This design comes from an exercise in tuning for small area, a short achievable clock period and few clock cycles per item on the open sky130 flow, not from production work.
Where RTL was checked, it was by simulation tests only, not by an equivalence proof against the original.
Power is estimated from default activity; no workload was simulated.

Design gpcf, start of the top module:
module gpcf (
    input  wire        clk,
    input  wire        rst,
    input  wire [4:0]  cfg_size,
    input  wire        cfg_white_sets,
    input  wire        cfg_reject_b2_bit3,
    input  wire        in_valid,
    output wire        in_ready,
    input  wire [2:0]  in_op,
    input  wire [31:0] in_data,
    input  wire [2:0]  in_kind,
    input  wire        in_seq,
    input  wire        in_ack,
    input  wire        in_colour,
    input  wire [7:0]  in_x,
    input  wire [7:0]  in_y,
    output reg         o_valid,
    output reg  [3:0]  o_ev,
    output reg  [1:0]  o_abort,
    output reg  [1:0]  o_status,
    output wire [7:0]  o_byte,
    output wire [31:0] o_frame,
    output wire [2:0]  o_kind,
    output wire [9:0]  o_value,
    output wire        o_seq,
    output wire        o_ack,
    output wire        o_colour,
    output wire [7:0]  o_x,
    output wire [7:0]  o_y
);
==> flow/config.mk <==
export PLATFORM = sky130hd
export DESIGN_NAME = gpcf
export DESIGN_NICKNAME = gpcf
export VERILOG_FILES = /design/flow/design.v
export SDC_FILE = /design/flow/constraint.sdc
export NUM_CORES = 4
export LEC_CHECK = 0
export ABC_AREA = 1
export CAP_MARGIN = 20
export CORE_MARGIN = 2
export CORE_UTILIZATION = 75
export CTS_BUF_LIST = sky130_fd_sc_hd__clkbuf_8
export SLEW_MARGIN = 20
==> flow/constraint.sdc <==
create_clock -name core_clock -period 17.0 [get_ports {clk}]
set_input_delay 3.4000 -clock core_clock [delete_from_list [all_inputs] [get_ports {clk}]]
set_output_delay 3.4000 -clock core_clock [all_outputs]
set_load 0.01 [all_outputs]
standard.sh (not shown) runs the stock make flow with config.mk's settings and CLKGATE_MAP_FILE= SYNTH_SCRIPT=/design/flow/synth_recipe.tcl, a recipe that flattens the netlist after the stock synthesis.
==> flow/flow/run.sh <==
#!/bin/bash
# Standard synthesis and layout (the standard.sh), with single-drive
# port buffers and timing repair aimed beyond the constraint's slack.
set -euo pipefail
export BUFFER_PORTS_ARGS="-buffer_cell sky130_fd_sc_hd__buf_1"
export SETUP_SLACK_MARGIN=12.6
bash standard.sh synth > synth.log 2>&1
bash standard.sh > layout.log 2>&1
The starting point completed with no timing, DRC or antenna violations.
Testbench counts at the start, summed over its fixed seeds: cycles 32,016, items 32,000.
Change:
CORE_UTILIZATION = 65   (was 75)
Routed wire length shrinks by 7.7%.
Synthesized area does not change.
Flip-flop and latch count does not change.
Sequential power barely changes.
Cell area grows by 0.46%.
Sequential share of layout area shrinks by 0.12 points.
Clock power shrinks by about 3%.
Hold slack is better by 0.018 ns.
Change:
--- a/flow/flow/run.sh
+++ b/flow/flow/run.sh
@@ -4,5 +4,5 @@
 set -euo pipefail
 export BUFFER_PORTS_ARGS="-buffer_cell sky130_fd_sc_hd__buf_1"
-export SETUP_SLACK_MARGIN=12.6
+export SETUP_SLACK_MARGIN=12.5
 bash standard.sh synth > synth.log 2>&1
 bash standard.sh > layout.log 2>&1
CORE_UTILIZATION = 70   (was 65)
TNS_END_PERCENT = 0   (was not set)
Effect: Non-clock buffer count shrinks by 2. Flip-flop and latch count is unchanged. Maximum frequency fell by 1.0%. Sequential share of layout area climbs by 0.49 points. Global-route usage increases by 1.5 points. Hold slack hardly moves. Via count fell by 0.96%.
Change:
--- a/flow/flow/run.sh
+++ b/flow/flow/run.sh
@@ -4,5 +4,5 @@
 set -euo pipefail
 export BUFFER_PORTS_ARGS="-buffer_cell sky130_fd_sc_hd__buf_1"
-export SETUP_SLACK_MARGIN=12.5
+export SETUP_SLACK_MARGIN=12.6
 bash standard.sh synth > synth.log 2>&1
 bash standard.sh > layout.log 2>&1
CAP_MARGIN = 0   (was 20)
SLEW_MARGIN = 0   (was 20)
TNS_END_PERCENT = not set   (was 0)
Effect: Count of clock-buffer cells in the layout is unchanged; cell count is about the same; total power stays flat.

========
gpcf, a different RTL version from the one above (not shown whole).
Size: ~940 cells after synthesis, about 150 I/O pins, about 0.0073 mm^2 of cells after synthesis.
Settings: LEC_CHECK=0, ABC_AREA=1, CAP_MARGIN=20, CORE_MARGIN=2, CORE_UTILIZATION=70, CTS_BUF_LIST=sky130_fd_sc_hd__clkbuf_8, SLEW_MARGIN=20; clock period 17.0 ns.
==> flow/flow/run.sh <==
#!/bin/bash
# Standard synthesis and layout (the standard.sh), with single-drive
# port buffers and timing repair aimed beyond the constraint's slack.
set -euo pipefail
export BUFFER_PORTS_ARGS="-buffer_cell sky130_fd_sc_hd__buf_1"
export SETUP_SLACK_MARGIN=12.6
export CTS_ARGS="-sink_clustering_enable -repair_clock_nets -buf_list sky130_fd_sc_hd__clkbuf_4 -root_buf sky130_fd_sc_hd__clkbuf_16"
bash standard.sh synth > synth.log 2>&1
bash standard.sh > layout.log 2>&1
The first run produced a clean layout.
Next try:
==> flow/flow/run.sh (replaced) <==
#!/bin/bash
# Standard synthesis and layout (the standard.sh), with single-drive
# port buffers and timing repair aimed beyond the constraint's slack.
set -euo pipefail
export BUFFER_PORTS_ARGS="-buffer_cell sky130_fd_sc_hd__buf_1"
export SETUP_SLACK_MARGIN=12.5
bash standard.sh synth > synth.log 2>&1
bash standard.sh > layout.log 2>&1
Cell area goes up by 1.7%.
Power goes up by 8.9%.
Register-to-register slack improved by 40 ps.
Combinational power hardly moves.
Utilization rises by 1.3 points.
Next try:
--- a/flow/flow/run.sh
+++ b/flow/flow/run.sh
@@ -4,5 +4,5 @@
 set -euo pipefail
 export BUFFER_PORTS_ARGS="-buffer_cell sky130_fd_sc_hd__buf_1"
-export SETUP_SLACK_MARGIN=12.5
+export SETUP_SLACK_MARGIN=12.6
 bash standard.sh synth > synth.log 2>&1
 bash standard.sh > layout.log 2>&1
Cell area stays flat.
Synthesized area does not change.
Final cell count hardly moves.
First-iteration DRC count is higher by 42%.
Via count is lower by 1.3%.
Wire length is lower by 0.68%.
Global-route usage is higher by 0.36 points.
Power is lower by 3.2%.
Synthesized cell count is unchanged.
Register-to-register slack gets worse by 70 ps.
No functional check of the RTL was part of any run of this note.

what the ideal ports hide:
Ports are ideal in the flow. The routed layouts listed here were re-timed in OpenROAD.
Step 1 sets driving cells, clkbuf_16 on the clock port and buf_2 on the other inputs (assumed; they add their load-dependent delay and slew).
Step 2 times the ports against the registers' clock, not the clock port: input delays grow and output delays shrink by t, the midpoint of the rising clock arrivals with the driver on.
a / b / c = ideal ports / drivers / drivers and shift; a / b = the first two.
run	t (ns)	setup WS [ns]	worst register clock-pin slew, ns	worst data-port slew with drivers (ns)
the first run of note 1	0.463	12.618 / 12.580 / 12.317	0.09 / 0.09	0.03
the second run of note 1	0.472	12.629 / 12.596 / 12.295	0.07 / 0.07	0.03
the third run of note 1	0.468	12.584 / 12.545 / 12.307	0.08 / 0.08	0.04
the fourth run of note 1	0.474	12.632 / 12.595 / 12.348	0.08 / 0.08	0.04
the first run of note 2	0.404	12.661 / 12.627 / 12.393	0.12 / 0.12	0.04
the second run of note 2	0.479	12.568 / 12.533 / 12.330	0.09 / 0.09	0.04
the third run of note 2	0.471	12.621 / 12.584 / 12.275	0.09 / 0.09	0.04
After both steps every run listed still meets setup and hold. The setup slack of the third run of note 2, which loses most, moves by -0.037 ns with the drivers and by -0.346 ns with both steps.
